What follows belongs to an exercise in optimizing a design on an open flow for small area; a production flow would make more cautious choices.
RTL that was checked went through simulation tests only; none was proved equivalent to the original.
The RTL of runs 3 and 4 was laid out without a check of its function.
Power figures rest on the tool's default switching activity, not on a simulated workload.

==> flow/design.v <==
module vmstack_core (
    input  wire        clk,
    input  wire        rst,           
    input  wire        start,         
    input  wire [8:0]  img_len,       
    output wire        mem_req,
    output wire        mem_we,
    output wire [7:0]  mem_addr,
    output wire [31:0] mem_wdata,
    input  wire        mem_ack,
    input  wire [31:0] mem_rdata,
    output wire [1:0]  run,
    output wire [2:0]  fcause,
    output wire [8:0]  pc,
    output wire [8:0]  sp,
    output wire [31:0] result,
    output wire        result_valid,
    output wire        trace_valid,
    output wire [8:0]  trace_pc,
    output wire [2:0]  trace_op,
    output wire [31:0] trace_tos,
    output wire        trace_tos_valid
);
    reg [4:0]  st;
    reg [5:0]  idx;        
    reg [2:0]  slice;      
    reg [31:0] T;
    reg [7:0]  b0, b1, b2, b3;
    reg        sbit;       
    reg        g;          
    reg        cy;         
    reg        qneg;       
    reg [7:0]  pco;        
    reg [7:0]  len;        
    reg [6:0]  spr;
    wire       running = (st[4:3] == 2'b00);
    wire [2:0] op      = st[2:0];
    wire       fetch   = running & (op == 3'd6);
    wire       ex      = running & ~fetch;
    wire       o_halt  = (op == 3'd0);
    wire       o_as    = (op == 3'd1) | (op == 3'd2);
    wire       o_sub   = (op == 3'd2);
    wire       o_mul   = (op == 3'd3);
    wire       o_div   = (op == 3'd4);
    wire       o_push  = (op == 3'd5);
    wire       o_long  = o_mul | o_div;
    wire [8:0] pcv = {1'b0, pco} + 9'd100;
    assign pc       = pcv;
    assign trace_pc = pcv;
    assign sp       = {2'b00, spr};
    wire   sp_ne = (spr != 7'd100);
    assign run             = st[4:3];
    assign fcause          = st[2:0];
    assign result          = T;
    assign trace_tos       = T;
    assign mem_wdata       = T;
    assign result_valid    = (st[4:3] == 2'b01) & sp_ne;
    assign trace_op        = op;
    assign trace_tos_valid = sp_ne;
    localparam A_PC = 2'd0, A_SPM = 2'd1, A_SP = 2'd2, A_SPP = 2'd3;
    localparam X_0 = 2'd0, X_T = 2'd1, X_2T = 2'd2, X_B = 2'd3;
    wire i0 = (idx == 6'd0), i1 = (idx == 6'd1), i2 = (idx == 6'd2), i3 = (idx == 6'd3);
    wire loop  = o_long & (idx >= 6'd4) & (idx < 6'd36);
    wire lastl = o_long & (idx == 6'd35);
    wire trace = o_long ? (idx == 6'd40) : i3;
    wire wfin  = o_long ? (idx == 6'd39) : (i2 & ~o_halt);
    wire wpass = wfin | o_long & (i1 | idx == 6'd37);
    wire ldp   = o_long & i2;                        
    wire xfer  = o_long & (idx == 6'd36);
    wire sgnp  = o_long & (idx == 6'd38);
    wire wr    = wpass & (slice == 3'd0);
    reg       rd, yen, sub, rev;
    reg [1:0] asel, xsel;
    wire [1:0] ci = ~idx[1:0];                        
    wire       head = (ci == 2'd0) ? b0[7] : (ci == 2'd1) ? b1[7] :
                      (ci == 2'd2) ? b2[7] : b3[7];
    always @(*) begin
        rd = 1'b0; yen = 1'b0; sub = 1'b0; rev = 1'b0;
        asel = A_SPP; xsel = X_T;
        if (wpass) begin
            asel = (o_push) ? A_SPM : A_SPP;
        end else if (i0) begin
            rd = 1'b1; yen = 1'b1; xsel = X_0;
            asel = o_push ? A_PC : o_long ? A_SPP : A_SP;
            sub  = o_sub | (o_div & mem_rdata[31]);
        end else if (o_as & i1) begin
            rd = 1'b1; yen = 1'b1;
        end else if (ldp) begin
            rd = 1'b1; yen = 1'b1; xsel = X_0; rev = 1'b1;
        end else if (o_long & i3) begin
            xsel = X_0;
        end else if (loop) begin
            rd = 1'b1; asel = A_SP; xsel = X_2T;
            yen = o_mul ? head : 1'b1;
            sub = o_div & ~(g ^ mem_rdata[31]);
        end else if (xfer) begin
            xsel = o_div ? X_B : X_T;
        end else if (sgnp) begin
            rd = 1'b1; yen = 1'b1; xsel = X_0; rev = o_div; sub = o_div & qneg;
        end
    end
    wire divzero = o_div & xfer & (slice == 3'd0) & b3[7] & b2[7];
    wire       pc_ok = (pco < len);
    assign mem_req = fetch ? pc_ok : ex & ~trace & (rd | wr);
    assign mem_we  = ~fetch & wr;
    wire [6:0] spa = spr + {{6{asel == A_SPM}}, asel != A_SP};
    assign mem_addr = (fetch | asel == A_PC) ? pcv[7:0] : {1'b0, spa};
    assign trace_valid = ex & trace;
    wire [2:0] ysel = rev ? ~slice : slice;
    reg  [3:0] ylane;
    always @(*) begin
        case (ysel)
            3'd0: ylane = mem_rdata[3:0];
            3'd1: ylane = mem_rdata[7:4];
            3'd2: ylane = mem_rdata[11:8];
            3'd3: ylane = mem_rdata[15:12];
            3'd4: ylane = mem_rdata[19:16];
            3'd5: ylane = mem_rdata[23:20];
            3'd6: ylane = mem_rdata[27:24];
            default: ylane = mem_rdata[31:28];
        endcase
    end
    wire       mask  = o_push & (slice == 3'd7);
    wire [3:0] yv    = ylane & {4{yen}} & {~mask, ~mask, 2'b11};
    wire [3:0] yy    = yv ^ {4{sub}};
    wire       sin   = (slice == 3'd0) ? (o_div & head) : sbit;
    reg  [3:0] xv;
    always @(*) begin
        case (xsel)
            X_0:  xv = 4'd0;
            X_T:  xv = T[3:0];
            X_2T: xv = {T[2:0], sin};
            default: xv = {b3[7], b2[7], b1[7], b0[7]};
        endcase
    end
    wire       cin = (slice == 3'd0) ? sub : cy;
    wire [4:0] s   = {1'b0, xv} + {1'b0, yy} + {4'd0, cin};
    wire adv   = ex & ~trace & ~divzero & (~(rd | wr) | mem_ack);
    wire pass_done = adv & (slice == 3'd7);
    wire q = ~s[3];
    wire shall = adv & (ldp | xfer);
    wire shone = pass_done & loop;
    always @(posedge clk) begin
        if (adv) begin
            T    <= {s[3:0], T[31:4]};
            sbit <= T[3];
            cy   <= s[4];
        end
        if (pass_done)
            g    <= s[3];
        if (adv & i0)
            qneg <= mem_rdata[31];
        if (pass_done & lastl)
            qneg <= qneg ^ mem_rdata[31];
        if (shall | shone & (ci == 2'd0)) b0 <= {b0[6:0], ldp ? s[0] : q};
        if (shall | shone & (ci == 2'd1)) b1 <= {b1[6:0], ldp ? s[1] : q};
        if (shall | shone & (ci == 2'd2)) b2 <= {b2[6:0], ldp ? s[2] : q};
        if (shall | shone & (ci == 2'd3)) b3 <= {b3[6:0], ldp ? s[3] : q};
    end
    always @(posedge clk) begin
        if (~ex) begin
            slice <= 3'd0;
            idx   <= 6'd0;
        end else if (adv) begin
            {idx, slice} <= {idx, slice} + 9'd1;
        end
    end
    always @(posedge clk) begin
        if (rst) begin
            st <= 5'b11000;
        end else if (~running) begin
            if (start) begin
                if (img_len > 9'd156) begin
                    st <= 5'b11000;
                end else begin
                    st  <= 5'b00110;
                    pco <= 8'd0;
                    spr <= 7'd100;
                    len <= img_len[7:0];
                end
            end
        end else if (fetch) begin
            if (!pc_ok) begin
                st <= 5'b10110;                           
            end else if (mem_ack) begin
                if (mem_rdata[31:30] == 2'b10)
                    st <= 5'b10101;                       
                else if (mem_rdata[31] | (mem_rdata[30] &
                         ((mem_rdata[29:3] != 27'd0) | (mem_rdata[2:0] > 3'd4))))
                    st <= 5'b10001;                       
                else if (~mem_rdata[30]) begin
                    if (spr == 7'd0) st <= 5'b10011;      
                    else             st <= 5'b00101;      
                end else if (mem_rdata[2:0] == 3'd0)
                    st <= 5'b00000;                       
                else if (spr > 7'd98)
                    st <= 5'b10010;                       
                else
                    st <= {2'b00, mem_rdata[2:0]};
            end
        end else begin
            if (trace) begin
                pco <= pco + 8'd1;
                st  <= o_halt ? 5'b01000 : 5'b00110;
            end else if (divzero) begin
                st <= 5'b10100;                           
            end
            if (wfin & wr & mem_ack) spr <= spa;
        end
    end
endmodule
==> flow/flow/run.sh <==
#!/bin/bash
# The standard layout, with the port buffers that global placement inserts
# made of the smallest buffer cell. Each tool's output goes to its own log
# under orfs/logs (ORFS's own logging); the make output goes to flow.log.
set -euo pipefail
export BUFFER_PORTS_ARGS="-buffer_cell sky130_fd_sc_hd__buf_1"
bash standard.sh > flow.log 2>&1
==> flow/standard.sh <==
#!/bin/bash
# synth_recipe.tcl (not shown) runs the flow's synth.tcl, then flattens the netlist and writes it again
# the make line also repeats each setting of config.mk as NAME=value (left out here)
make -C /OpenROAD-flow-scripts/flow DESIGN_CONFIG=/design/flow/config.mk WORK_HOME=/design/flow/orfs CLKGATE_MAP_FILE= SYNTH_SCRIPT=/design/flow/synth_recipe.tcl "${@:-finish}"
==> flow/config.mk <==
export PLATFORM = sky130hd
export DESIGN_NAME = vmstack_core
export DESIGN_NICKNAME = vmstack_core
export VERILOG_FILES = /design/flow/design.v
export SDC_FILE = /design/flow/constraint.sdc
export NUM_CORES = 4
export LEC_CHECK = 0
export CAP_MARGIN = 20
export CORE_MARGIN = 2
export CORE_UTILIZATION = 40
export CTS_BUF_LIST = sky130_fd_sc_hd__clkbuf_8
export SLEW_MARGIN = 20
==> flow/constraint.sdc <==
create_clock -name core_clock -period 10.0 [get_ports {clk}]
set_input_delay 2.0000 -clock core_clock [delete_from_list [all_inputs] [get_ports {clk}]]
set_output_delay 2.0000 -clock core_clock [all_outputs]
set_load 0.01 [all_outputs]
==> impl_metrics.csv, run 1 <==
group,metric,value,unit
run_status,outcome,"complete, no violations",
clock_network,clkSinkCount,105,
worst_setup_path,cpLargestDelayFamily,"simple AND/OR/NAND/NOR gates",
clock_network,root_buffer,"clkbuf_8",
placement,placed_cell_area,0.006965,mm²
clock_network,htreeDepth,3,
timing,hold_viol,0,
yosys,ys.warnings.count,1,
worst_setup_path,cp-end-kind,"output pin",
run,maxCapViolCount,0,
timing,fin_skew,0.008688,ns
clock_network,clkSlewWorstSetupHoldPaths,0.10,ns
clock_network,ctsResizeCount,0,
global_route,overflow,0,
worst_setup_path,worstPathRequired,8.00,ns
yosys,yosysTopAreaCellShare,0.4085,
final_layout,layout-drive-gt1-share,0.06383,
worst_hold_path,hold_class,"register to register",
worst_setup_path,crit_fanout,13,
clock_network,cts_max_path_buffers,2,
yosys,syn_area,0.006690,mm²
timing,holdWs,0.4306,ns
floorplanning,rows,47,
placement,place_congestion,0.9063,
detailed_routing,wl_per_cell,16.86,µm
worst_setup_path,slowest_stage,"dfxtp_1",
worst_setup_path,arrival,3.60,ns
clock_network,cts_buffers,9,
final_layout,diodes,0,
timing,rsz0062_at_grt,"false",
yosys,synth_edf_count,91,
yosys,synth_flop_cell,"edfxtp_1",
placement,port_buffers,186,
power_and_ir_drop,power,813.8,µW
global_route,grt_pass1_vias,4767,
detailed_routing,antenna_left,0,
power_and_ir_drop,power.density,113.5,mW/mm²
floorplanning,core_area,0.01647,mm²
worst_setup_path,critPathBufInv,2,
timing,timing.fmax,0.1786,GHz
placement,hpwl,12.61,mm
worst_setup_path,worstRegToRegCells,13,
clock_network,cts_tree,"built",
global_route,antenna_found_initial,0,
timing,drv_slew,0,
timing,finalCriticalPeriod,5.599,ns
detailed_routing,vias,5260,
timing,worst_pin_slew,1.017,ns
global_route,track_usage,0.1816,
detailed_routing,drt_wl_total,16.39,mm
timing,tns,0,ns
yosys,seq_area_frac_synth,0.4503,
final_layout,syn_to_final_growth,7.182,%
final_layout,nNetsFinal,816,
clock_network,clk_latency,0.38,ns
yosys,ys_types,79,
timing,fin_crit_sh,0.5599,
worst_hold_path,hold_depth,0,
power_and_ir_drop,peakVddDrop,0.06519,mV
worst_setup_path,cp.depth,12,
detailed_routing,firstDrtPassIters,5,
clock_network,cts_setup_buffers,0,
worst_setup_path,crit_top_cell,"a21oi_1",
global_route,grt_pass1_wl,25.56,mm
floorplanning,dieArea,0.01778,mm²
final_layout,stdcell_area,0.007171,mm²
floorplanning,die_y,133.3,µm
timing,maxSlewHeadroom,0.3208,
detailed_routing,drc_errors,0,
yosys,avgSynthCellArea,10.28,µm²
floorplanning,start_util,0.4063,
floorplanning,pin_count,189,
yosys,async_flop_share,0,
clock_network,ctsHoldBuffers,0,
worst_setup_path,cp_cell_sequence,"nor2b_1, and3_1, nand2_1, inv_1, ha_1, a21o_1, a21oi_1, o21bai_1, a21oi_1, xnor2_1, mux2_2, buf_1",
timing,setup_viol,0,
worst_setup_path,slowest_delay,0.64,ns
global_route,grt_max_degree,33,
detailed_routing,drt_iter0_markers,427,
yosys,netlist_top_cells_count,"91 x edfxtp_1, 82 x buf_4, 52 x nor2_1",
detailed_routing,viasPerCell,5.412,
yosys,synth_most_common_cell,"edfxtp_1",
worst_setup_path,criticalPathCategory,"register to output pin",
yosys,ys_ff_latch,105,
yosys,syn_inst,651,
floorplanning,die_x,133.3,µm
final_layout,fill_cells,1593,
yosys,yosys-top-cells-area,"edfxtp_1 41%, buf_4 9.2%, dfxtp_1 4.2%, ha_1 3.9%, a21oi_1 2.9%",
power_and_ir_drop,leakage,0.002375,µW
worst_setup_path,start_kind,"register",
yosys,synth_top_cell_by_area,"edfxtp_1",
-- cell type report --
| cell class | instances | area [µm²] | area share |
|---|---|---|---|
| sequential | 105 | 3013 | 0.4202 |
| multi-input combinational | 411 | 2845 | 0.3968 |
| timing repair buffer | 191 | 733.2 | 0.1023 |
| tap | 220 | 275.3 | 0.03839 |
| clock buffer | 11 | 151.4 | 0.02111 |
| inverter | 29 | 108.9 | 0.01518 |
| clock inverter | 5 | 43.79 | 0.006107 |
-- through the flow --
step | utilization | setup slack, ns | cells
5_1_grt | 0.4355 | 4.115 | 972
6_report | 0.4355 | 4.401 | 972
4_1_cts | 0.4349 | 4.440 | 971
3_5_place_dp | 0.4230 | 4.880 | 955
2_1_floorplan | - | 5.226 | 652
3_3_place_gp | 0.4230 | 4.965 | 955
-- placed cells by master (no fill, tap or decap), drive strengths merged, types with 6 or more instances in the layout --
cell type  Yosys  final
buf           92    191
edfxtp        91     91
nor2          55     55
nand2         40     40
a21oi         39     39
inv           29     32
o21ai         30     30
ha            21     21
nand3         20     20
mux2i         18     18
xnor2         16     16
dfxtp         14     14
nor3          12     12
clkbuf        15     11
xor2          10     10
o211ai        10     10
nor4           9      9
nor2b          8      8
a21o           8      8
nand2b         7      7
and2           7      7
and3           6      6
nand4          6      6
-- final timing paths --
check | startpoint | end | slack, ns
worst min register to register | b1[4]$_DFFE_PP_ | b1[5]$_DFFE_PP_ | 0.43
worst max register to register | st[2]$_SDFFE_PP0P_ | b1[0]$_DFFE_PP_ | 5.66
worst min-delay path | b1[4]$_DFFE_PP_ | b1[5]$_DFFE_PP_ | 0.43
worst max-delay path | idx[1]$_SDFFE_PN0P_ | mem_addr[5] | 4.40
-- per-layer routing --
layer,vias up,track usage,share of wire
li1,2484,-,-
met1,2542,0.2567,0.46
met2,204,0.2761,0.45
met3,30,0.03881,0.066
met4,0,0.06501,0.024
met5,-,0,0
-- sequential cells by signal (all words and copies together), names as in the netlist, 5 cells and up --
| name | count |
|---|---|
| len | 8 |
| b0 | 8 |
| T | 32 |
| b3 | 8 |
| b2 | 8 |
| st | 5 |
| spr | 7 |
| pco | 8 |
| b1 | 8 |
| idx | 6 |
-- cells by family after synthesis --
| kind of cell | after synthesis | synth area share |
|---|---|---|
| compound gates | 138 | 0.1358 |
| simple gates | 194 | 0.1530 |
| mux | 27 | 0.05236 |
| fa+ha+maj | 24 | 0.04825 |
| other cells | 1 | 0.0005605 |
| xor+xnor | 26 | 0.03404 |
| flops | 105 | 0.4503 |
| buf+inv | 136 | 0.1257 |
-- power by group --
group	internal (µW)	total (µW)	switching [µW]
clock network	108	263	155
logic	27.6	68.8	41.2
registers	476	482	6.32
==> inputs of run 2 (changes only) <==
--- a/flow/config.mk
+++ b/flow/config.mk
@@ -5,6 +5,7 @@
 export SDC_FILE = /design/flow/constraint.sdc
 export NUM_CORES = 4
 export LEC_CHECK = 0
+export ABC_AREA = 1
 export CAP_MARGIN = 20
 export CORE_MARGIN = 2
 export CORE_UTILIZATION = 40
==> run 2 against run 1 <==
Effect of this change: critical endpoint is now mem_addr[6]; first-iteration DRC count grew 18%; sequential cell count unchanged; critical path depth up 8; die area fell by 2.4%; worst setup slack lost 0.26 ns; sequential power grew 0.8%; count of clock-buffer cells in the layout fell by 2; hold slack worse by 0.015 ns; register-to-register slack better by 0.71 ns.
==> impl_metrics.csv, run 2 <==
group,metric,value,unit
yosys,synth_most_common_cell,"nand2_1",
detailed_routing,firstDrtPassIters,5,
yosys,synthSimpleGateAreaFrac,0.2433,
detailed_routing,met2_wirelength,6.951,mm
yosys,synth_mux_area_frac,0,
detailed_routing,antenna_left,0,
global_route,grt_pass1_wl,24.44,mm
global_route,overflow,0,
floorplanning,die_y,131.7,µm
yosys,yosys.area_share.adder,0.04946,
final_layout,layout-drive-gt1-share,0.06150,
timing,setup_viol,0,
yosys,ys.warnings.count,1,
final_layout,fill_cells,1626,
yosys,seq_area_frac_synth,0.4617,
worst_setup_path,criticalPathCategory,"register to output pin",
detailed_routing,wl_met1,7.057,mm
floorplanning,pin_count,189,
yosys,yosys-top-cells-area,"edfxtp_1 42%, buf_4 9.4%, nand2_1 9.4%, inv_1 4.5%, nor2_1 4.4%",
yosys,synth_flop_cell,"edfxtp_1",
worst_setup_path,start_kind,"register",
clock_network,clk_latency,0.39,ns
yosys,ys_types,43,
clock_network,htreeDepth,3,
power_and_ir_drop,power.density,119.0,mW/mm²
yosys,synth_edf_count,91,
clock_network,cts_setup_buffers,0,
timing,timing.fmax,0.1707,GHz
global_route,antenna_found_initial,0,
floorplanning,rows,46,
clock_network,root_buffer,"clkbuf_8",
power_and_ir_drop,leakage,0.002801,µW
yosys,synth-compound-area-share,0.07515,
timing,fin_crit_sh,0.5857,
timing,holdWs,0.4156,ns
yosys,synthXorXnorAreaFrac,0.01745,
final_layout,final_cells,1094,
yosys,syn_inst,762,
detailed_routing,wl_per_cell,13.77,µm
yosys,ys_ff_latch,105,
run_status,outcome,"complete, no violations",
placement,port_buffers,186,
final_layout,syn_to_final_growth,7.880,%
timing,finalCriticalPeriod,5.857,ns
final_layout,diodes,0,
detailed_routing,wl_met3,860,µm
worst_setup_path,arrival,3.86,ns
final_layout,largest_reg_flops,32,
clock_network,clkSinkCount,105,
floorplanning,die_x,131.7,µm
yosys,async_flop_share,0,
yosys,syn_area,0.006526,mm²
timing,tns,0,ns
timing,maxSlewHeadroom,0.3195,
global_route,grt_pass1_vias,4716,
timing,rsz0062_at_grt,"false",
worst_setup_path,crit_fanout,9,
timing,drv_slew,0,
floorplanning,start_util,0.4094,
yosys,avgSynthCellArea,8.565,µm²
placement,place_congestion,0.9105,
floorplanning,core_area,0.01594,mm²
detailed_routing,routed.top_layer,"met4",
placement,hpwl,11.86,mm
clock_network,cts_max_path_buffers,2,
worst_setup_path,cp-end-kind,"output pin",
yosys,yosysTopAreaCellShare,0.4187,
placement,placed_cell_area,0.006842,mm²
clock_network,ctsHoldBuffers,0,
detailed_routing,viasPerCell,4.815,
worst_setup_path,worstPathRequired,8.00,ns
timing,hold_viol,0,
power_and_ir_drop,peakVddDrop,0.05250,mV
clock_network,clkSlewWorstSetupHoldPaths,0.12,ns
power_and_ir_drop,power,837.9,µW
yosys,synth_top_cell_by_area,"edfxtp_1",
global_route,grt_max_degree,42,
final_layout,nNetsFinal,942,
detailed_routing,drc_errors,0,
yosys,netlist_top_cells_count,"164 x nand2_1, 91 x edfxtp_1, 82 x buf_4",
final_layout,regMostFlops,"T",
final_layout,stdcell_area,0.007041,mm²
clock_network,ctsResizeCount,0,
final_layout,mostFrequentLayoutCell,"buf_1",
detailed_routing,vias,5268,
clock_network,cts_tree,"built",
timing,fin_skew,0.01409,ns
detailed_routing,drt_iter0_markers,502,
yosys,synth_top_family_by_area,"simple AND/OR/NAND/NOR gates",
clock_network,cts_buffers,9,
run,maxCapViolCount,0,
timing,worst_pin_slew,1.013,ns
worst_hold_path,hold_class,"register to register",
global_route,track_usage,0.1743,
final_layout,final_cell_mix,"186 x buf_1, 164 x nand2_1, 91 x edfxtp_1",
placement,place_inst,1078,
detailed_routing,drt_wl_total,15.07,mm
floorplanning,dieArea,0.01735,mm²
run 2: cell count changes after synthesis, sizes merged, moves of 8 or more:
cell    delta
o21ai     +15
o211ai    -10
nand3     +40
a21o       -8
inv       +57
clkbuf    -12
nor2b      -8
nand4     +10
nor2      +32
mux2i     -18
nand2    +134
xnor2     -11
nor4       -8
run 2: metal layers:
metal,vias up,track usage
met4,0,0.04831
li1,2683,-
met1,2415,0.2447
met3,13,0.03537
met2,157,0.2746
met5,-,0
run 2: kinds of logic after synthesis:
family	after synthesis
AO/OA/AOI/OAI	91
XOR/XNOR	13
adder cells (fa/ha/maj)	24
buffers and inverters	175
flip-flops	105
other	1
AND/OR/NAND/NOR	353
run 2: stage by stage:
stage               worst slack, ns  utilization
finish                        4.143       0.4416
global route                  3.791       0.4416
global placement              4.655       0.4291
CTS                           4.127       0.4416
floorplan                     4.987            -
detailed placement            4.588       0.4291
run 2: path summary, 6_finish.rpt:
check | from | end | slack [ns] | cells past startpoint
worst min register to register | b1[4]$_DFFE_PP_ | b1[5]$_DFFE_PP_ | 0.42 | 0
worst max register to register | st[2]$_SDFFE_PP0P_ | b1[0]$_DFFE_PP_ | 6.37 | 19
worst min-delay path | b1[4]$_DFFE_PP_ | b1[5]$_DFFE_PP_ | 0.42 | 0
worst max-delay path | st[2]$_SDFFE_PP0P_ | mem_addr[6] | 4.14 | 20
run 2: cell type report:
type / instances / area (µm²) / area share
inverter: 86 / 322.8 / 0.04585
sequential: 105 / 3013 / 0.4279
tap: 216 / 270.3 / 0.03839
multi-input combinational: 483 / 2522 / 0.3583
timing repair buffer: 188 / 713.2 / 0.1013
clock buffer: 9 / 123.9 / 0.01759
clock inverter: 7 / 75.07 / 0.01066
run 2: power by group:
group / switching (µW) / total, µW / internal [µW]
Clock: 166 / 264 / 97.9
Combinational: 58.7 / 87.3 / 28.5
Sequential: 7.10 / 486 / 479
Total: 232 / 838 / 606
run 2: worst max-delay path: stages, from the launching register on:
cell	delay [ns]
dfxtp_1	0.43
inv_1	0.13
nand3_1	0.15
nand2_4	0.11
inv_2	0.09
nand3_1	0.07
nand2_1	0.11
nor2_1	0.06
nand2_1	0.06
nand2_1	0.07
nor2_1	0.40
inv_1	0.12
fa_1	0.44
o21ai_0	0.30
a21oi_1	0.12
o21bai_1	0.17
xor2_1	0.09
or2_2	0.29
nand3b_1	0.08
nand2_1	0.05
buf_1	0.12
==> inputs of run 3 (changes only) <==
--- a/flow/design.v
+++ b/flow/design.v
@@ -21,7 +21,8 @@
     output wire [31:0] trace_tos,
     output wire        trace_tos_valid
 );
-    reg [4:0]  st;
+    reg [1:0]  runr;
+    reg [2:0]  low;
     reg [5:0]  idx;        
     reg [2:0]  slice;      
     reg [31:0] T;
@@ -33,8 +34,8 @@
     reg [7:0]  pco;        
     reg [7:0]  len;        
     reg [6:0]  spr;
-    wire       running = (st[4:3] == 2'b00);
-    wire [2:0] op      = st[2:0];
+    wire       running = (runr == 2'b00);
+    wire [2:0] op      = low;
     wire       fetch   = running & (op == 3'd6);
     wire       ex      = running & ~fetch;
     wire       o_halt  = (op == 3'd0);
@@ -49,12 +50,12 @@
     assign trace_pc = pcv;
     assign sp       = {2'b00, spr};
     wire   sp_ne = (spr != 7'd100);
-    assign run             = st[4:3];
-    assign fcause          = st[2:0];
+    assign run             = runr;
+    assign fcause          = low;
     assign result          = T;
     assign trace_tos       = T;
     assign mem_wdata       = T;
-    assign result_valid    = (st[4:3] == 2'b01) & sp_ne;
+    assign result_valid    = (runr == 2'b01) & sp_ne;
     assign trace_op        = op;
     assign trace_tos_valid = sp_ne;
     localparam A_PC = 2'd0, A_SPM = 2'd1, A_SP = 2'd2, A_SPP = 2'd3;
@@ -120,8 +121,7 @@
             default: ylane = mem_rdata[31:28];
         endcase
     end
-    wire       mask  = o_push & (slice == 3'd7);
-    wire [3:0] yv    = ylane & {4{yen}} & {~mask, ~mask, 2'b11};
+    wire [3:0] yv    = ylane & {4{yen}};
     wire [3:0] yy    = yv ^ {4{sub}};
     wire       sin   = (slice == 3'd0) ? (o_div & head) : sbit;
     reg  [3:0] xv;
@@ -165,47 +165,47 @@
             {idx, slice} <= {idx, slice} + 9'd1;
         end
     end
-    always @(posedge clk) begin
-        if (rst) begin
-            st <= 5'b11000;
-        end else if (~running) begin
-            if (start) begin
-                if (img_len > 9'd156) begin
-                    st <= 5'b11000;
-                end else begin
-                    st  <= 5'b00110;
-                    pco <= 8'd0;
-                    spr <= 7'd100;
-                    len <= img_len[7:0];
-                end
-            end
+    wire [1:0] tag   = mem_rdata[31:30];
+    wire [2:0] pl    = mem_rdata[2:0];
+    wire       pbig  = (mem_rdata[29:3] != 27'd0) | (pl > 3'd4);
+    wire       sp0   = (spr == 7'd0);
+    wire       spu   = (spr > 7'd98);
+    wire       dfault = tag[1] | (~tag[0] & sp0) | (tag[0] & (pbig | (pl != 3'd0) & spu));
+    reg  [2:0] dlow;
+    always @(*) begin
+        if (tag[1])        dlow = tag[0] ? 3'd1 : 3'd5;      
+        else if (~tag[0])  dlow = sp0 ? 3'd3 : 3'd5;         
+        else if (pbig)     dlow = 3'd1;                      
+        else if (pl != 3'd0 && spu) dlow = 3'd2;             
+        else               dlow = pl;                        
+    end
+    always @(posedge clk) begin
+        if (rst)
+            runr <= 2'b11;
+        else if (~running) begin
+            if (start) runr <= (img_len > 9'd156) ? 2'b11 : 2'b00;
         end else if (fetch) begin
-            if (!pc_ok) begin
-                st <= 5'b10110;                           
-            end else if (mem_ack) begin
-                if (mem_rdata[31:30] == 2'b10)
-                    st <= 5'b10101;                       
-                else if (mem_rdata[31] | (mem_rdata[30] &
-                         ((mem_rdata[29:3] != 27'd0) | (mem_rdata[2:0] > 3'd4))))
-                    st <= 5'b10001;                       
-                else if (~mem_rdata[30]) begin
-                    if (spr == 7'd0) st <= 5'b10011;      
-                    else             st <= 5'b00101;      
-                end else if (mem_rdata[2:0] == 3'd0)
-                    st <= 5'b00000;                       
-                else if (spr > 7'd98)
-                    st <= 5'b10010;                       
-                else
-                    st <= {2'b00, mem_rdata[2:0]};
-            end
-        end else begin
-            if (trace) begin
-                pco <= pco + 8'd1;
-                st  <= o_halt ? 5'b01000 : 5'b00110;
-            end else if (divzero) begin
-                st <= 5'b10100;                           
-            end
-            if (wfin & wr & mem_ack) spr <= spa;
-        end
+            if (~pc_ok | mem_ack & dfault) runr <= 2'b10;
+        end else if (trace & o_halt)
+            runr <= 2'b01;
+        else if (divzero)
+            runr <= 2'b10;
+    end
+    always @(posedge clk) begin
+        if (~running) begin
+            if (start) low <= 3'd6;
+        end else if (fetch) begin
+            if (pc_ok & mem_ack) low <= dlow;
+        end else if (trace & ~o_halt)
+            low <= 3'd6;
+    end
+    always @(posedge clk) begin
+        if (~running & start) begin
+            pco <= 8'd0;
+            spr <= 7'd100;
+            len <= img_len[7:0];
+        end
+        if (ex & trace) pco <= pco + 8'd1;
+        if (ex & wfin & wr & mem_ack) spr <= spa;
     end
 endmodule
==> run 3 against run 2 <==
Effect of this change: register-to-register slack lost 0.23 ns; sequential cell count is the same; combinational power shrank 26%; critical path depth shrank 3; sequential power is essentially flat; global-route usage shrank 0.82 points; still clean; non-clock buffer count shrank 1; worst setup slack lost 0.12 ns; routed wire length shrank 6.3%; clock skew grew 0.0045 ns.
==> impl_metrics.csv, run 3 <==
group,metric,value,unit
yosys,ys.warnings.count,1,
timing,timing.fmax,0.1673,GHz
yosys,synth_most_common_cell,"nand2_1",
final_layout,largest_reg_flops,32,
clock_network,clkSinkCount,105,
detailed_routing,firstDrtPassIters,5,
yosys,synth_flop_cell,"edfxtp_1",
detailed_routing,drc_errors,0,
clock_network,cts_setup_buffers,0,
detailed_routing,drt_iter0_markers,326,
worst_setup_path,criticalPathCategory,"register to output pin",
yosys,netlist_top_cells_count,"139 x nand2_1, 94 x edfxtp_1, 90 x nor2_1",
floorplanning,start_util,0.4052,
final_layout,nNetsFinal,905,
floorplanning,die_x,130.4,µm
worst_setup_path,worstPathRequired,8.00,ns
clock_network,clk_latency,0.40,ns
worst_setup_path,r2r_end,"b1[0]$_DFFE_PP_",
worst_hold_path,hold_path_end,"b0[2]$_DFFE_PP_",
global_route,track_usage,0.1660,
floorplanning,dieArea,0.01700,mm²
timing,holdWs,0.4299,ns
yosys,seq_area_frac_synth,0.4762,
final_layout,multi_input_area,0.002396,mm²
final_layout,fin_util,0.4399,
detailed_routing,wl_per_cell,13.36,µm
clock_network,cts_max_path_buffers,2,
worst_hold_path,hold_class,"register to register",
power_and_ir_drop,leakage,0.002709,µW
yosys,syn_area,0.006390,mm²
power_and_ir_drop,peakVddDrop,0.05639,mV
yosys,synth_top_cell_by_area,"edfxtp_1",
worst_hold_path,worstHoldStart,"b0[1]$_DFFE_PP_",
yosys,ys_types,45,
final_layout,syn_to_final_growth,8.557,%
timing,fin_skew,0.01858,ns
floorplanning,core_area,0.01577,mm²
timing,worst_pin_slew,0.8108,ns
timing,hold_viol,0,
floorplanning,pin_count,189,
worst_setup_path,arrival,3.98,ns
clock_network,htreeDepth,3,
worst_setup_path,ff2ff_setup_slack,6.14,ns
timing,setup_viol,0,
clock_network,clkSlewWorstSetupHoldPaths,0.11,ns
worst_setup_path,start_kind,"register",
worst_setup_path,reg2reg_from,"low[1]$_SDFFCE_PN1P_",
yosys,avgSynthCellArea,8.826,µm²
timing,fin_crit_sh,0.5977,
yosys,synth_edf_count,94,
final_layout,final_cells,1057,
final_layout,final_cell_mix,"186 x buf_1, 139 x nand2_1, 94 x edfxtp_1",
worst_setup_path,crit_fanout,12,
yosys,yosys-top-cells-area,"edfxtp_1 44%, buf_4 9.6%, nand2_1 8.2%, nor2_1 5.3%, inv_1 4.2%",
global_route,grt_pass1_wl,21.65,mm
final_layout,regMostFlops,"T",
yosys,yosysTopAreaCellShare,0.4417,
yosys,ys_ff_latch,105,
clock_network,cts_tree,"built",
final_layout,diodes,0,
placement,hpwl,11.02,mm
run_status,outcome,"complete, no violations",
worst_hold_path,hold_depth,0,
worst_setup_path,cp-end-kind,"output pin",
final_layout,layout-drive-gt1-share,0.05945,
final_layout,seqCellArea,0.003043,mm²
floorplanning,rows,46,
detailed_routing,antenna_left,0,
yosys,syn_inst,724,
timing,drv_slew,0,
run,maxCapViolCount,0,
timing,maxSlewHeadroom,0.4587,
detailed_routing,viasPerCell,4.720,
timing,tns,0,ns
global_route,overflow,0,
placement,place_inst,1041,
power_and_ir_drop,power.density,118.9,mW/mm²
global_route,antenna_found_initial,0,
timing,rsz0062_at_grt,"false",
global_route,grt_pass1_vias,4295,
clock_network,cts_buffers,9,
floorplanning,die_y,130.4,µm
yosys,async_flop_share,0,
worst_setup_path,worstRegToRegCells,18,
final_layout,fill_cells,1608,
clock_network,ctsHoldBuffers,0,
global_route,grt_max_degree,39,
final_layout,mostFrequentLayoutCell,"buf_1",
clock_network,ctsResizeCount,0,
detailed_routing,vias,4989,
clock_network,root_buffer,"clkbuf_8",
placement,port_buffers,186,
timing,finalCriticalPeriod,5.977,ns
detailed_routing,drt_wl_total,14.12,mm
placement,place_congestion,0.8970,
run 3: cell count changes after synthesis, moves of 6 or more:
cell / previous run / this run
nand3_1: 56 / 50
nand4_1: 16 / 10
inv_1: 78 / 72
a21oi_1: 34 / 26
nand2_1: 164 / 139
o21ai_0: 40 / 33
o21ai_1: 4 / 13
nor2_1: 77 / 90
run 3: routing by layer:
| metal | GRT usage | routed length [µm] | vias up |
|---|---|---|---|
| li1 | - | - | 2559 |
| met1 | 0.2305 | 6563 | 2259 |
| met2 | 0.2615 | 6566 | 153 |
| met3 | 0.02932 | 765 | 18 |
| met4 | 0.06320 | 225 | 0 |
| met5 | 0 | 0 | - |
run 3: cells by family after synthesis:
group,count (synthesis),share of synthesized area
simple gates,320,0.2240
buf+inv,168,0.1494
flops,105,0.4762
compound gates,88,0.07460
fa+ha+maj,24,0.05052
xor+xnor,18,0.02467
other cells,1,0.0005869
run 3: final cells by class:
cell class / count / area share
timing repair buffer: 187 / 0.1017
multi-input combinational: 452 / 0.3454
sequential: 105 / 0.4387
clock buffer: 9 / 0.01786
inverter: 81 / 0.04383
clock inverter: 7 / 0.01353
tap: 216 / 0.03896
run 3: worst max-delay path, stage by stage (launching register included):
cell and delay [ns]:
edfxtp_1 0.48, nor2_2 0.18, nand2_1 0.14, nand2_2 0.27
nand3_1 0.12, nand3_1 0.13, o21ai_0 0.11, nor2_1 0.44
inv_1 0.12, fa_1 0.44, o21ai_0 0.29, a21oi_1 0.11
nor2_1 0.10, nor2_1 0.05, xor2_1 0.14, xor2_1 0.16
o21ai_1 0.14, buf_1 0.17
run 3: stage by stage:
stage                     power, µW  instance area, µm²  setup WS (ns)
after global placement        560.8                6719          4.547
after detailed placement      561.1                6719          4.465
after floorplan               539.9                6394          4.847
final                         824.8                6937          4.023
after global routing          857.0                6937          3.624
after CTS                     832.9                6937          4.015
run 3: how the worst max path moves through the flow:
stage	cells after the start	from	slack, ns	to
floorplan	17	low[1]$_SDFFCE_PN1P_	4.85	mem_addr[6]
global placement	17	low[1]$_SDFFCE_PN1P_	4.55	mem_addr[6]
detailed placement	17	low[1]$_SDFFCE_PN1P_	4.47	mem_addr[6]
CTS	17	low[1]$_SDFFCE_PN1P_	4.01	mem_addr[6]
global route	17	low[1]$_SDFFCE_PN1P_	3.62	mem_addr[6]
finish	17	low[1]$_SDFFCE_PN1P_	4.02	mem_addr[6]
run 3: power by group:
part | internal, µW | total [µW] | leakage, µW | switching [µW]
registers | 480 | 486 | 0.000948 | 6.31
clock network | 102 | 274 | 0.000107 | 172
logic | 22.1 | 64.3 | 0.00165 | 42.3
==> inputs of run 4 (changes only) <==
==> flow/flow/run.sh (replaced) <==
#!/bin/bash
# The standard layout (standard.sh, the standard flow's own ORFS run) with two changes:
# the port buffers that global placement inserts use the smallest buffer
# cell, and clock tree synthesis inserts no dummy loads. Each ORFS step
# writes its own log under orfs/logs; the make output goes to flow.log.
set -euo pipefail
export BUFFER_PORTS_ARGS="-buffer_cell sky130_fd_sc_hd__buf_1"
export CTS_ARGS="-sink_clustering_enable -repair_clock_nets -buf_list sky130_fd_sc_hd__clkbuf_8 -dont_use_dummy_load"
bash standard.sh > flow.log 2>&1
==> run 4 against run 3 <==
Effect of this change: highest routed layer unchanged; register-to-register slack improved by 0.03 ns; combinational power about the same; still clean on timing, DRC and antenna; sequential share of layout area increased by 0.60 points; worst setup slack gained 0.059 ns; global-route usage shrank 0.070 points; synthesized cell count did not move; total power fell by 7.8%; largest cell class unchanged; first-iteration DRC count is 0.31% lower; die area unchanged; count of clock-buffer cells in the layout unchanged.
==> impl_metrics.csv, run 4 <==
group,metric,value,unit
run_status,outcome,"complete, no violations",
global_route,overflow,0,
worst_setup_path,ff2ff_setup_slack,6.17,ns
worst_setup_path,start_kind,"register",
detailed_routing,firstDrtPassIters,5,
clock_network,clk_latency,0.39,ns
placement,hpwl,11.02,mm
worst_setup_path,criticalPathCategory,"register to output pin",
global_route,grt_pass1_vias,4290,
run,maxCapViolCount,0,
power_and_ir_drop,clkPwrFrac,0.276,
clock_network,cts_tree,"built",
global_route,antenna_found_initial,0,
clock_network,htreeDepth,3,
final_layout,diodes,0,
timing,fin_crit_sh,0.5919,
timing,worst_pin_slew,0.8225,ns
clock_network,ctsResizeCount,0,
final_layout,nNetsFinal,905,
worst_setup_path,crit_path_end,"mem_addr[6]",
yosys,seq_area_frac_synth,0.4762,
floorplanning,start_util,0.4052,
placement,dp_slack,4.465,ns
final_layout,fill_cells,1612,
timing,drv_slew,0,
floorplanning,core_area,0.01577,mm²
floorplanning,rows,46,
worst_setup_path,worstRegToRegCells,18,
power_and_ir_drop,intPower,583.2,µW
clock_network,clkSlewWorstSetupHoldPaths,0.12,ns
detailed_routing,vias,4984,
detailed_routing,antenna_left,0,
yosys,syn_area,0.006390,mm²
final_layout,mostFrequentLayoutCell,"buf_1",
timing,hold_viol,0,
final_layout,seqCellArea,0.003043,mm²
clock_network,cts_buffers,9,
yosys,yosys-top-cells-area,"edfxtp_1 44%, buf_4 9.6%, nand2_1 8.2%, nor2_1 5.3%, inv_1 4.2%",
detailed_routing,drt_wl_total,14.09,mm
power_and_ir_drop,p_sw,177.1,µW
worst_setup_path,reg2reg_from,"low[1]$_SDFFCE_PN1P_",
yosys,synth_top_cell_by_area,"edfxtp_1",
placement,place_congestion,0.8970,
timing,fin_skew,0.04311,ns
detailed_routing,drc_errors,0,
worst_setup_path,worstPathRequired,8.00,ns
timing,tns,0,ns
clock_network,clkSinkCount,105,
placement,port_buffers,186,
final_layout,final_cell_mix,"186 x buf_1, 139 x nand2_1, 94 x edfxtp_1",
placement,placed_cell_area,0.006719,mm²
clock_network,cts_setup_buffers,0,
final_layout,fin_util,0.4339,
worst_setup_path,cp-end-kind,"output pin",
clock_network,root_buffer,"clkbuf_8",
detailed_routing,drt_iter0_markers,325,
power_and_ir_drop,leakage,0.002667,µW
global_route,track_usage,0.1653,
worst_setup_path,crit_start,"low[1]$_SDFFCE_PN1P_",
final_layout,regMostFlops,"T",
worst_setup_path,arrival,3.92,ns
yosys,synth_flop_cell,"edfxtp_1",
global_route,grt_max_degree,39,
yosys,synth_edf_count,94,
timing,final.setup.worst_slack,4.081,ns
power_and_ir_drop,power.density,111.1,mW/mm²
floorplanning,dieArea,0.01700,mm²
floorplanning,die_x,130.4,µm
timing,timing.fmax,0.1690,GHz
yosys,yosysTopAreaCellShare,0.4417,
final_layout,syn_to_final_growth,7.088,%
detailed_routing,viasPerCell,4.747,
floorplanning,pin_count,189,
worst_setup_path,r2r_end,"b1[0]$_DFFE_PP_",
detailed_routing,wl_per_cell,13.42,µm
yosys,ys_ff_latch,105,
timing,rsz0062_at_grt,"false",
yosys,async_flop_share,0,
yosys,netlist_top_cells_count,"139 x nand2_1, 94 x edfxtp_1, 90 x nor2_1",
power_and_ir_drop,peakVddDrop,0.05360,mV
final_layout,layout-drive-gt1-share,0.05156,
power_and_ir_drop,combPwrFrac,0.085,
worst_hold_path,hold_class,"register to register",
yosys,avgSynthCellArea,8.826,µm²
final_layout,multi_input_area,0.002396,mm²
worst_setup_path,crit_fanout,12,
yosys,syn_inst,724,
final_layout,stdcell_area,0.006843,mm²
timing,maxSlewHeadroom,0.4509,
yosys,ys_types,45,
power_and_ir_drop,switching_share,0.2330,
power_and_ir_drop,pwr-share-seq,0.640,
timing,finalCriticalPeriod,5.919,ns
final_layout,largest_reg_flops,32,
timing,setup_viol,0,
yosys,synth_most_common_cell,"nand2_1",
clock_network,ctsHoldBuffers,0,
clock_network,cts_max_path_buffers,2,
yosys,ys.warnings.count,1,
global_route,grt_pass1_wl,21.60,mm
floorplanning,die_y,130.4,µm
[run 4: cells by family after synthesis]
family | count (synthesis) | synth area share
and+or+nand+nor | 320 | 0.2240
buffers and inverters | 168 | 0.1494
DFF | 105 | 0.4762
AOI/OAI and AO/OA | 88 | 0.07460
adders and majority gates | 24 | 0.05052
xor gates and xnor gates | 18 | 0.02467
other | 1 | 0.0005869
[run 4: area by class of cell]
type / count / share of cell area
Multi-Input combinational cell: 452 / 0.3502
Sequential cell: 105 / 0.4447
Tap cell: 216 / 0.03950
Clock buffer: 9 / 0.01810
Inverter: 81 / 0.04443
Timing Repair Buffer: 187 / 0.1031
[run 4: critical path: stages (launching register included)]
cell      delay [ns]
edfxtp_1        0.47
nor2_2          0.18
nand2_1         0.14
nand2_2         0.26
nand3_1         0.12
nand3_1         0.13
o21ai_0         0.11
nor2_1          0.44
inv_1           0.12
fa_1            0.44
o21ai_0         0.29
a21oi_1         0.11
nor2_1          0.10
nor2_1          0.05
xor2_1          0.14
xor2_1          0.16
o21ai_1         0.14
buf_1           0.17
[run 4: worst min path at each step]
| stage | to | slack [ns] | from | depth (start not counted) |
|---|---|---|---|---|
| floorplan | b0[1]$_DFFE_PP_ | 0.40 | b0[0]$_DFFE_PP_ | 0 |
| global placement | b0[1]$_DFFE_PP_ | 0.40 | b0[0]$_DFFE_PP_ | 0 |
| detailed placement | b0[3]$_DFFE_PP_ | 0.40 | b0[2]$_DFFE_PP_ | 0 |
| CTS | b3[2]$_DFFE_PP_ | 0.42 | b3[1]$_DFFE_PP_ | 0 |
| global route | b3[2]$_DFFE_PP_ | 0.43 | b3[1]$_DFFE_PP_ | 0 |
| finish | b3[2]$_DFFE_PP_ | 0.42 | b3[1]$_DFFE_PP_ | 0 |
[run 4: power by group through the flow]
stage / Combinational, µW / Sequential, µW / Clock, µW
finish: 64.4 / 486 / 210
global route: 73.6 / 487 / 230
CTS: 65.0 / 486 / 217
detailed placement: 64.7 / 496 / 0
global placement: 64.5 / 496 / 0
floorplan: 44.3 / 496 / 0
[run 4: per-stage QoR]
stage | total power [µW] | hold WS, ns | std cells
2_1_floorplan | 539.9 | 0.4003 | 725
3_3_place_gp | 560.8 | 0.4012 | 1041
3_5_place_dp | 561.1 | 0.4045 | 1041
4_1_cts | 768.8 | 0.4200 | 1050
5_1_grt | 791.2 | 0.4287 | 1050
6_report | 760.3 | 0.4164 | 1050
[run 4: routing by layer]
metal | GRT usage | routed length (µm)
met1 | 0.2295 | 6656
met2 | 0.2621 | 6529
met4 | 0.06133 | 247
met3 | 0.02809 | 658
met5 | 0 | 0
==> inputs of run 5 (changes only) <==
--- a/flow/design.v
+++ b/flow/design.v
@@ -49,7 +49,7 @@
     assign pc       = pcv;
     assign trace_pc = pcv;
     assign sp       = {2'b00, spr};
-    wire   sp_ne = (spr != 7'd100);
+    wire   sp_ne = ~(spr[6] & spr[5] & spr[2]);    
     assign run             = runr;
     assign fcause          = low;
     assign result          = T;
@@ -60,15 +60,17 @@
     assign trace_tos_valid = sp_ne;
     localparam A_PC = 2'd0, A_SPM = 2'd1, A_SP = 2'd2, A_SPP = 2'd3;
     localparam X_0 = 2'd0, X_T = 2'd1, X_2T = 2'd2, X_B = 2'd3;
-    wire i0 = (idx == 6'd0), i1 = (idx == 6'd1), i2 = (idx == 6'd2), i3 = (idx == 6'd3);
-    wire loop  = o_long & (idx >= 6'd4) & (idx < 6'd36);
-    wire lastl = o_long & (idx == 6'd35);
-    wire trace = o_long ? (idx == 6'd40) : i3;
-    wire wfin  = o_long ? (idx == 6'd39) : (i2 & ~o_halt);
-    wire wpass = wfin | o_long & (i1 | idx == 6'd37);
-    wire ldp   = o_long & i2;                        
-    wire xfer  = o_long & (idx == 6'd36);
-    wire sgnp  = o_long & (idx == 6'd38);
+    wire i0 = (idx[1:0] == 2'd0), i1 = (idx[1:0] == 2'd1), i2 = (idx[1:0] == 2'd2), i3 = (idx[1:0] == 2'd3);
+    wire lo4   = (idx[5:2] == 4'd0);                 
+    wire hi    = idx[5] & idx[2];                    
+    wire loop  = o_long & (~idx[5] & ~lo4 | idx[5] & ~idx[3] & ~idx[2]);
+    wire lastl = o_long & idx[5] & ~idx[3] & ~idx[2] & i3;
+    wire trace = o_long ? idx[5] & idx[3] : i3;
+    wire wfin  = o_long ? hi & i3 : (i2 & ~o_halt);
+    wire wpass = wfin | o_long & (lo4 & i1 | hi & i1);
+    wire ldp   = o_long & lo4 & i2;                  
+    wire xfer  = o_long & hi & i0;
+    wire sgnp  = o_long & hi & i2;
     wire wr    = wpass & (slice == 3'd0);
     reg       rd, yen, sub, rev;
     reg [1:0] asel, xsel;
@@ -80,7 +82,7 @@
         asel = A_SPP; xsel = X_T;
         if (wpass) begin
             asel = (o_push) ? A_SPM : A_SPP;
-        end else if (i0) begin
+        end else if (lo4 & i0) begin
             rd = 1'b1; yen = 1'b1; xsel = X_0;
             asel = o_push ? A_PC : o_long ? A_SPP : A_SP;
             sub  = o_sub | (o_div & mem_rdata[31]);
@@ -88,7 +90,7 @@
             rd = 1'b1; yen = 1'b1;
         end else if (ldp) begin
             rd = 1'b1; yen = 1'b1; xsel = X_0; rev = 1'b1;
-        end else if (o_long & i3) begin
+        end else if (o_long & lo4 & i3) begin
             xsel = X_0;
         end else if (loop) begin
             rd = 1'b1; asel = A_SP; xsel = X_2T;
@@ -101,7 +103,7 @@
         end
     end
     wire divzero = o_div & xfer & (slice == 3'd0) & b3[7] & b2[7];
-    wire       pc_ok = (pco < len);
+    wire       pc_ok = (pco != len);    
     assign mem_req = fetch ? pc_ok : ex & ~trace & (rd | wr);
     assign mem_we  = ~fetch & wr;
     wire [6:0] spa = spr + {{6{asel == A_SPM}}, asel != A_SP};
@@ -148,7 +150,7 @@
         end
         if (pass_done)
             g    <= s[3];
-        if (adv & i0)
+        if (adv & lo4 & i0)
             qneg <= mem_rdata[31];
         if (pass_done & lastl)
             qneg <= qneg ^ mem_rdata[31];
@@ -169,7 +171,7 @@
     wire [2:0] pl    = mem_rdata[2:0];
     wire       pbig  = (mem_rdata[29:3] != 27'd0) | (pl > 3'd4);
     wire       sp0   = (spr == 7'd0);
-    wire       spu   = (spr > 7'd98);
+    wire       spu   = spr[6] & spr[5] & (spr[2] | spr[1] & spr[0]);    
     wire       dfault = tag[1] | (~tag[0] & sp0) | (tag[0] & (pbig | (pl != 3'd0) & spu));
     reg  [2:0] dlow;
     always @(*) begin
==> flow/flow/run.sh (replaced) <==
#!/bin/bash
# The standard layout (standard.sh, the standard flow's own ORFS run) with three changes:
#  - synthesis maps the combinational logic with a stronger area-oriented
#    ABC script (deepsyn, then choice computation and &nf area recovery).
#    The synthesis script is the standard flow's synth_recipe.tcl, sourced unchanged after
#    a wrapper that swaps the script abc is given; the flip-flop mapping runs
#    before abc, so the registers are the standard synthesis's;
#  - the port buffers that global placement inserts use the smallest buffer;
#  - clock tree synthesis inserts no dummy loads.
# Each ORFS step writes its own log under orfs/logs; the make output goes to
# flow.log in this folder.
set -euo pipefail
W=$(pwd)
cat > "$W/abc_area_deep.script" <<'ABC'
&get -n
&st
&deepsyn -T 30
&dch -f
&nf -R 1000
&st
&dch -f
&nf -R 1000
&put
topo
dnsize -c
ABC
cat > "$W/deep_synth.tcl" <<TCL
proc abc {args} {
  set i [lsearch \$args -script]
  if { \$i >= 0 } { set args [lreplace \$args [expr {\$i+1}] [expr {\$i+1}] $W/abc_area_deep.script] }
  yosys abc {*}\$args
}
source $W/synth_recipe.tcl
TCL
export BUFFER_PORTS_ARGS="-buffer_cell sky130_fd_sc_hd__buf_1"
export CTS_ARGS="-sink_clustering_enable -repair_clock_nets -buf_list sky130_fd_sc_hd__clkbuf_16 -sink_clustering_size 55 -sink_clustering_max_diameter 200 -dont_use_dummy_load"
bash standard.sh SYNTH_SCRIPT="$W/deep_synth.tcl" finish > flow.log 2>&1
==> run 5 against run 4 <==
Effect of this change: largest power group unchanged; sequential share of layout area grew 3.7 points; first-iteration DRC count grew 2.5%; non-clock buffer count grew 2; critical path type unchanged; still clean on timing, DRC and antenna; hold slack gained 0.0054 ns; via count shrank 10%; clock skew shrank 0.016 ns; highest routed layer unchanged; design area shrank 7.6%.
==> impl_metrics.csv, run 5 <==
group,metric,value,unit
run_status,outcome,"complete, no violations",
worst_setup_path,cp-end-kind,"output pin",
detailed_routing,firstDrtPassIters,5,
yosys,avgSynthCellArea,10.71,µm²
final_layout,diodes,0,
clock_network,clkSinkCount,105,
timing,timing.fmax,0.1779,GHz
final_layout,regMostFlops,"T",
worst_setup_path,cpLargestDelayFamily,"simple AND/OR/NAND/NOR gates",
power_and_ir_drop,p_sw,169.2,µW
clock_network,clk_latency,0.35,ns
yosys,synth_edf_count,94,
floorplanning,pin_count,189,
yosys,synth_most_common_cell,"edfxtp_1",
global_route,track_usage,0.1770,
worst_setup_path,cp_cell_sequence,"nor2b_1, nand2_1, o21ai_0, nand2_1, or2_0, nand3_1, ha_1, clkinv_1, fa_1, clkinv_1, a21oi_1, o21bai_1, a21o_1, a21oi_1, xnor2_1, o21ai_0, buf_1",
worst_setup_path,start_kind,"register",
placement,hpwl,10.61,mm
global_route,grt_pass1_vias,4008,
yosys,seq_area_frac_synth,0.5302,
placement,place_congestion,0.9508,
yosys,syn_area,0.005739,mm²
timing,fin_skew,0.02749,ns
floorplanning,die_x,123.8,µm
power_and_ir_drop,combPwrFrac,0.055,
clock_network,cts_max_path_buffers,2,
worst_setup_path,criticalPathCategory,"register to output pin",
yosys,ys_ff_latch,105,
timing,worst_pin_slew,0.7567,ns
detailed_routing,antenna_left,0,
global_route,overflow,0,
final_layout,syn_to_final_growth,10.12,%
detailed_routing,drc_errors,0,
final_layout,layout-drive-gt1-share,0.01985,
yosys,synth_flop_cell,"edfxtp_1",
detailed_routing,viasPerCell,5.344,
floorplanning,die_y,123.8,µm
global_route,grt_pass1_wl,20.62,mm
worst_setup_path,crit_fanout,11,
floorplanning,dieArea,0.01532,mm²
yosys,yosysTopAreaCellShare,0.4918,
detailed_routing,wl_per_cell,16.41,µm
placement,port_buffers,186,
timing,drv_slew,0,
worst_setup_path,arrival,3.62,ns
detailed_routing,drt_iter0_markers,333,
clock_network,root_buffer,"clkbuf_16",
clock_network,ctsHoldBuffers,0,
timing,rsz0062_at_grt,"false",
floorplanning,core_area,0.01393,mm²
timing,maxSlewHeadroom,0.4884,
timing,hold_viol,0,
power_and_ir_drop,leakage,0.002061,µW
clock_network,htreeDepth,3,
yosys,yosys-top-cells-area,"edfxtp_1 49%, buf_4 10%, dfxtp_1 3.8%, nor2_1 3.1%, ha_1 3.1%",
power_and_ir_drop,peakVddDrop,0.07891,mV
worst_setup_path,critPathBufInv,3,
power_and_ir_drop,power.density,130.2,mW/mm²
clock_network,cts_setup_buffers,0,
yosys,syn_inst,536,
final_layout,fill_cells,1333,
worst_setup_path,slowest_delay,0.54,ns
clock_network,ctsResizeCount,0,
clock_network,cts_tree,"built",
power_and_ir_drop,clkPwrFrac,0.356,
floorplanning,start_util,0.4119,
timing,finalCriticalPeriod,5.621,ns
global_route,grt_max_degree,45,
final_layout,largest_reg_flops,32,
power_and_ir_drop,pwr-share-seq,0.588,
worst_setup_path,slowest_stage,"edfxtp_1",
run,maxCapViolCount,0,
worst_hold_path,hold_class,"register to register",
yosys,async_flop_share,0,
clock_network,cts_buffers,9,
floorplanning,rows,43,
power_and_ir_drop,switching_share,0.2056,
yosys,synth_top_cell_by_area,"edfxtp_1",
power_and_ir_drop,intPower,653.6,µW
timing,fin_crit_sh,0.5621,
detailed_routing,drt_wl_total,13.70,mm
global_route,antenna_found_initial,0,
clock_network,clkSlewWorstSetupHoldPaths,0.06,ns
final_layout,final_cell_mix,"186 x buf_1, 94 x edfxtp_1, 47 x nor2_1",
final_layout,nNetsFinal,719,
timing,setup_viol,0,
worst_setup_path,worstPathRequired,8.00,ns
yosys,netlist_top_cells_count,"94 x edfxtp_1, 80 x buf_4, 47 x nor2_1",
yosys,ys.warnings.count,1,
timing,holdWs,0.4218,ns
detailed_routing,vias,4462,
final_layout,mostFrequentLayoutCell,"buf_1",
timing,tns,0,ns
yosys,ys_types,50,
run 5: worst paths after layout:
kind	start	end	slack, ns	depth (start not counted)
setup reg to reg	low[2]$_SDFFCE_PN1P_	b3[0]$_DFFE_PP_	5.15	18
hold / removal	b2[3]$_DFFE_PP_	b2[4]$_DFFE_PP_	0.42	0
hold reg to reg	b2[3]$_DFFE_PP_	b2[4]$_DFFE_PP_	0.42	0
setup / recovery	low[2]$_SDFFCE_PN1P_	mem_addr[6]	4.38	17
run 5: kinds of logic after synthesis:
logic type	share of synthesized area
xor+xnor	0.03662
flops	0.5302
simple gates	0.1404
fa+ha+maj	0.04099
other cells	0.0006534
mux	0.01243
compound gates	0.1164
buf+inv	0.1223
run 5: final cells by class:
| class | instances | area (µm²) | area share |
|---|---|---|---|
| flip-flops and latches | 105 | 3043 | 0.4815 |
| clock buffers | 9 | 225.2 | 0.03564 |
| inverters | 27 | 101.3 | 0.01604 |
| multi-input cells | 325 | 2004 | 0.3172 |
| well taps | 180 | 225.2 | 0.03564 |
| repair buffers | 189 | 720.7 | 0.1140 |
run 5: per-stage QoR:
step	area [µm²]	setup slack, ns	total power [µW]	cells	util
2_1_floorplan	5743	2.297	520.5	537	-
3_3_place_gp	6095	4.888	537.9	826	0.4374
3_5_place_dp	6095	4.753	539.1	826	0.4374
4_1_cts	6320	4.391	831.0	835	0.4535
5_1_grt	6320	4.004	854.4	835	0.4535
6_report	6320	4.379	822.8	835	0.4535
run 5: metal layers:
layer / GRT usage / part of all wire
met5: 0 / 0
met4: 0.07031 / 0.020
met3: 0.03114 / 0.061
met2: 0.2799 / 0.47
met1: 0.2422 / 0.44
run 5: power groups by stage:
stage | Combinational (µW) | Sequential (µW) | Clock (µW)
floorplan | 28.2 | 492 | 0
global placement | 44.7 | 493 | 0
detailed placement | 45.5 | 494 | 0
CTS | 45.8 | 484 | 301
global route | 51.2 | 485 | 319
finish | 45.6 | 484 | 293
==> inputs of run 6 (changes only) <==
--- a/flow/flow/run.sh
+++ b/flow/flow/run.sh
@@ -33,5 +33,5 @@
 source $W/synth_recipe.tcl
 TCL
 export BUFFER_PORTS_ARGS="-buffer_cell sky130_fd_sc_hd__buf_1"
-export CTS_ARGS="-sink_clustering_enable -repair_clock_nets -buf_list sky130_fd_sc_hd__clkbuf_16 -sink_clustering_size 55 -sink_clustering_max_diameter 200 -dont_use_dummy_load"
+export CTS_ARGS="-sink_clustering_enable -repair_clock_nets -buf_list sky130_fd_sc_hd__clkbuf_8 -dont_use_dummy_load"
 bash standard.sh SYNTH_SCRIPT="$W/deep_synth.tcl" finish > flow.log 2>&1
==> run 6 against run 5 <==
Effect of this change: still clean; first-iteration DRC count increased by 6.0%; area after synthesis unchanged; global-route usage about the same; final cell count unchanged; die area unchanged; clock skew increased by 0.015 ns; non-clock buffer count unchanged; sequential share of layout area increased by 0.78 points; worst setup slack got worse by 0.014 ns; synthesized cell count unchanged; maximum frequency decreased by 0.25%; critical path type unchanged.
==> impl_metrics.csv, run 6 <==
group,metric,value,unit
run_status,outcome,"complete, no violations",
clock_network,ctsHoldBuffers,0,
timing,worst_pin_slew,0.7579,ns
floorplanning,pin_count,189,
power_and_ir_drop,power.density,118.2,mW/mm²
final_layout,mostFrequentLayoutCell,"buf_1",
worst_setup_path,start_kind,"register",
detailed_routing,vias,4439,
global_route,grt_pass1_wl,20.60,mm
timing,drv_slew,0,
worst_setup_path,worstPathRequired,8.00,ns
yosys,syn_area,0.005739,mm²
placement,place_congestion,0.9508,
timing,timing.fmax,0.1775,GHz
placement,port_buffers,186,
detailed_routing,wl_per_cell,16.30,µm
yosys,synth_top_cell_by_area,"edfxtp_1",
yosys,synth_most_common_cell,"edfxtp_1",
floorplanning,die_y,123.8,µm
timing,tns,0,ns
timing,hold_viol,0,
final_layout,syn_to_final_growth,8.350,%
floorplanning,dieArea,0.01532,mm²
worst_hold_path,hold_class,"register to register",
placement,place_inst,826,
yosys,async_flop_share,0,
final_layout,diodes,0,
clock_network,clkSlewWorstSetupHoldPaths,0.08,ns
worst_setup_path,crit_fanout,11,
worst_setup_path,cp-end-kind,"output pin",
clock_network,cts_max_path_buffers,2,
detailed_routing,drc_errors,0,
floorplanning,die_x,123.8,µm
final_layout,nNetsFinal,719,
timing,setup_viol,0,
yosys,yosysTopAreaCellShare,0.4918,
global_route,track_usage,0.1768,
clock_network,cts_buffers,9,
timing,maxSlewHeadroom,0.4876,
power_and_ir_drop,power,734.7,µW
final_layout,final_cells,835,
yosys,ys_ff_latch,105,
power_and_ir_drop,leakage,0.002015,µW
floorplanning,core_area,0.01393,mm²
final_layout,regMostFlops,"T",
final_layout,stdcell_area,0.006218,mm²
yosys,syn_inst,536,
clock_network,cts_tree,"built",
final_layout,largest_reg_flops,32,
final_layout,final_cell_mix,"186 x buf_1, 94 x edfxtp_1, 47 x nor2_1",
floorplanning,rows,43,
final_layout,fin_util,0.4463,
timing,fin_crit_sh,0.5635,
yosys,seq_area_frac_synth,0.5302,
yosys,netlist_top_cells_count,"94 x edfxtp_1, 80 x buf_4, 47 x nor2_1",
detailed_routing,viasPerCell,5.316,
yosys,synth_flop_cell,"edfxtp_1",
worst_setup_path,criticalPathCategory,"register to output pin",
yosys,synth_edf_count,94,
final_layout,layout-drive-gt1-share,0.01985,
floorplanning,start_util,0.4119,
global_route,grt_pass1_vias,4018,
placement,placed_cell_area,0.006095,mm²
worst_setup_path,slowest_delay,0.54,ns
detailed_routing,antenna_left,0,
clock_network,ctsResizeCount,0,
power_and_ir_drop,peakVddDrop,0.05108,mV
placement,hpwl,10.61,mm
clock_network,htreeDepth,3,
timing,rsz0062_at_grt,"false",
clock_network,root_buffer,"clkbuf_8",
yosys,ys.warnings.count,1,
clock_network,clk_latency,0.38,ns
worst_setup_path,slowest_stage,"edfxtp_1",
yosys,yosys-top-cells-area,"edfxtp_1 49%, buf_4 10%, dfxtp_1 3.8%, nor2_1 3.1%, ha_1 3.1%",
global_route,grt_max_degree,45,
detailed_routing,firstDrtPassIters,5,
worst_setup_path,cp_cell_sequence,"nor2b_1, nand2_1, o21ai_0, nand2_1, or2_0, nand3_1, ha_1, clkinv_1, fa_1, clkinv_1, a21oi_1, o21bai_1, a21o_1, a21oi_1, xnor2_1, o21ai_0, buf_1",
timing,finalCriticalPeriod,5.635,ns
yosys,avgSynthCellArea,10.71,µm²
detailed_routing,drt_iter0_markers,353,
clock_network,cts_setup_buffers,0,
clock_network,clkSinkCount,105,
timing,fin_skew,0.04207,ns
detailed_routing,drt_wl_total,13.61,mm
yosys,ys_types,50,
worst_setup_path,arrival,3.64,ns
global_route,antenna_found_initial,0,
global_route,overflow,0,
run,maxCapViolCount,0,
==> run 6: cell counts after synthesis <==
No cell type changed its count.
==> run 6: critical path, delay by kind of cell, from the launching register on <==
kind | cells | cell delay (ns)
AO/OA/AOI/OAI | 6 | 0.77
XOR/XNOR | 1 | 0.14
adder cells (fa/ha/maj) | 2 | 0.58
buffers and inverters | 3 | 0.31
flip-flops | 1 | 0.54
AND/OR/NAND/NOR | 5 | 0.95
==> run 6: logic make-up after synthesis <==
logic type / share of synthesized area
fa+ha+maj: 0.04099
buf+inv: 0.1223
flops: 0.5302
compound gates: 0.1164
simple gates: 0.1404
other cells: 0.0006534
xor+xnor: 0.03662
mux: 0.01243
==> run 6: where the power goes <==
part	leakage [µW]	switching, µW	internal [µW]
Sequential	0.000946	5.88	478
Clock	0.0000647	124	81.0
Combinational	0.00100	29.0	16.6
==> run 6: cell type report <==
cell class / count / area (µm²)
tap: 180 / 225.2
timing repair buffer: 189 / 720.7
fill: 1349 / 7716
sequential: 105 / 3043
clock buffer: 9 / 123.9
multi-input combinational: 325 / 2004
inverter: 27 / 101.3
==> run 6: stage by stage <==
| step | worst slack, ns | hold WS, ns |
|---|---|---|
| after CTS | 4.362 | 0.4261 |
| after detailed placement | 4.753 | 0.4056 |
| after floorplan | 2.297 | 0.4003 |
| after global routing | 3.977 | 0.4335 |
| after global placement | 4.888 | 0.4006 |
| final | 4.365 | 0.4258 |
==> run 6: layer usage <==
layer / part of all wire / vias up / GRT usage
li1: - / 2111 / -
met1: 0.45 / 2155 / 0.2389
met2: 0.48 / 155 / 0.2830
met3: 0.055 / 18 / 0.03114
met4: 0.018 / 0 / 0.07031
met5: 0 / - / 0
==> run 6: path summary, 6_finish.rpt <==
| kind | start | to | slack [ns] | cells after the start |
|---|---|---|---|---|
| setup reg to reg | low[2]$_SDFFCE_PN1P_ | b3[0]$_DFFE_PP_ | 5.20 | 18 |
| hold reg to reg | b1[2]$_DFFE_PP_ | b1[3]$_DFFE_PP_ | 0.43 | 0 |
| setup / recovery | low[2]$_SDFFCE_PN1P_ | mem_addr[6] | 4.36 | 17 |
| hold / removal | b1[2]$_DFFE_PP_ | b1[3]$_DFFE_PP_ | 0.43 | 0 |

re-timing with driven ports:
Ports are ideal in the flow. The routed layouts listed here were re-timed in OpenROAD. Step 1 assumes that a clkbuf_16 drives the clock port and a buf_2 every other input. Step 2 also shifts input and output timing later by t, the mid clock arrival at the registers, as if the neighbouring blocks saw the same clock. Slacks: no drivers / after step 1 / after step 2; pairs: no drivers / after step 1.
| run | t, ns | setup slack, ns | hold WS [ns] | slew at the worst register clock pin (ns) |
|---|---|---|---|---|
| run 1 | 0.419 | 4.401 / 4.362 / 4.782 | 0.431 / 0.431 / 0.431 | 0.10 / 0.10 |
| run 2 | 0.417 | 4.143 / 4.104 / 4.521 | 0.416 / 0.416 / 0.416 | 0.12 / 0.12 |
| run 3 | 0.426 | 4.023 / 3.985 / 4.412 | 0.430 / 0.430 / 0.430 | 0.12 / 0.12 |
| run 4 | 0.407 | 4.081 / 4.043 / 4.451 | 0.416 / 0.416 / 0.416 | 0.12 / 0.12 |
| run 5 | 0.378 | 4.379 / 4.335 / 4.713 | 0.422 / 0.422 / 0.422 | 0.07 / 0.07 |
| run 6 | 0.398 | 4.365 / 4.326 / 4.724 | 0.426 / 0.426 / 0.426 | 0.11 / 0.11 |
After both steps every run listed still meets setup and hold.
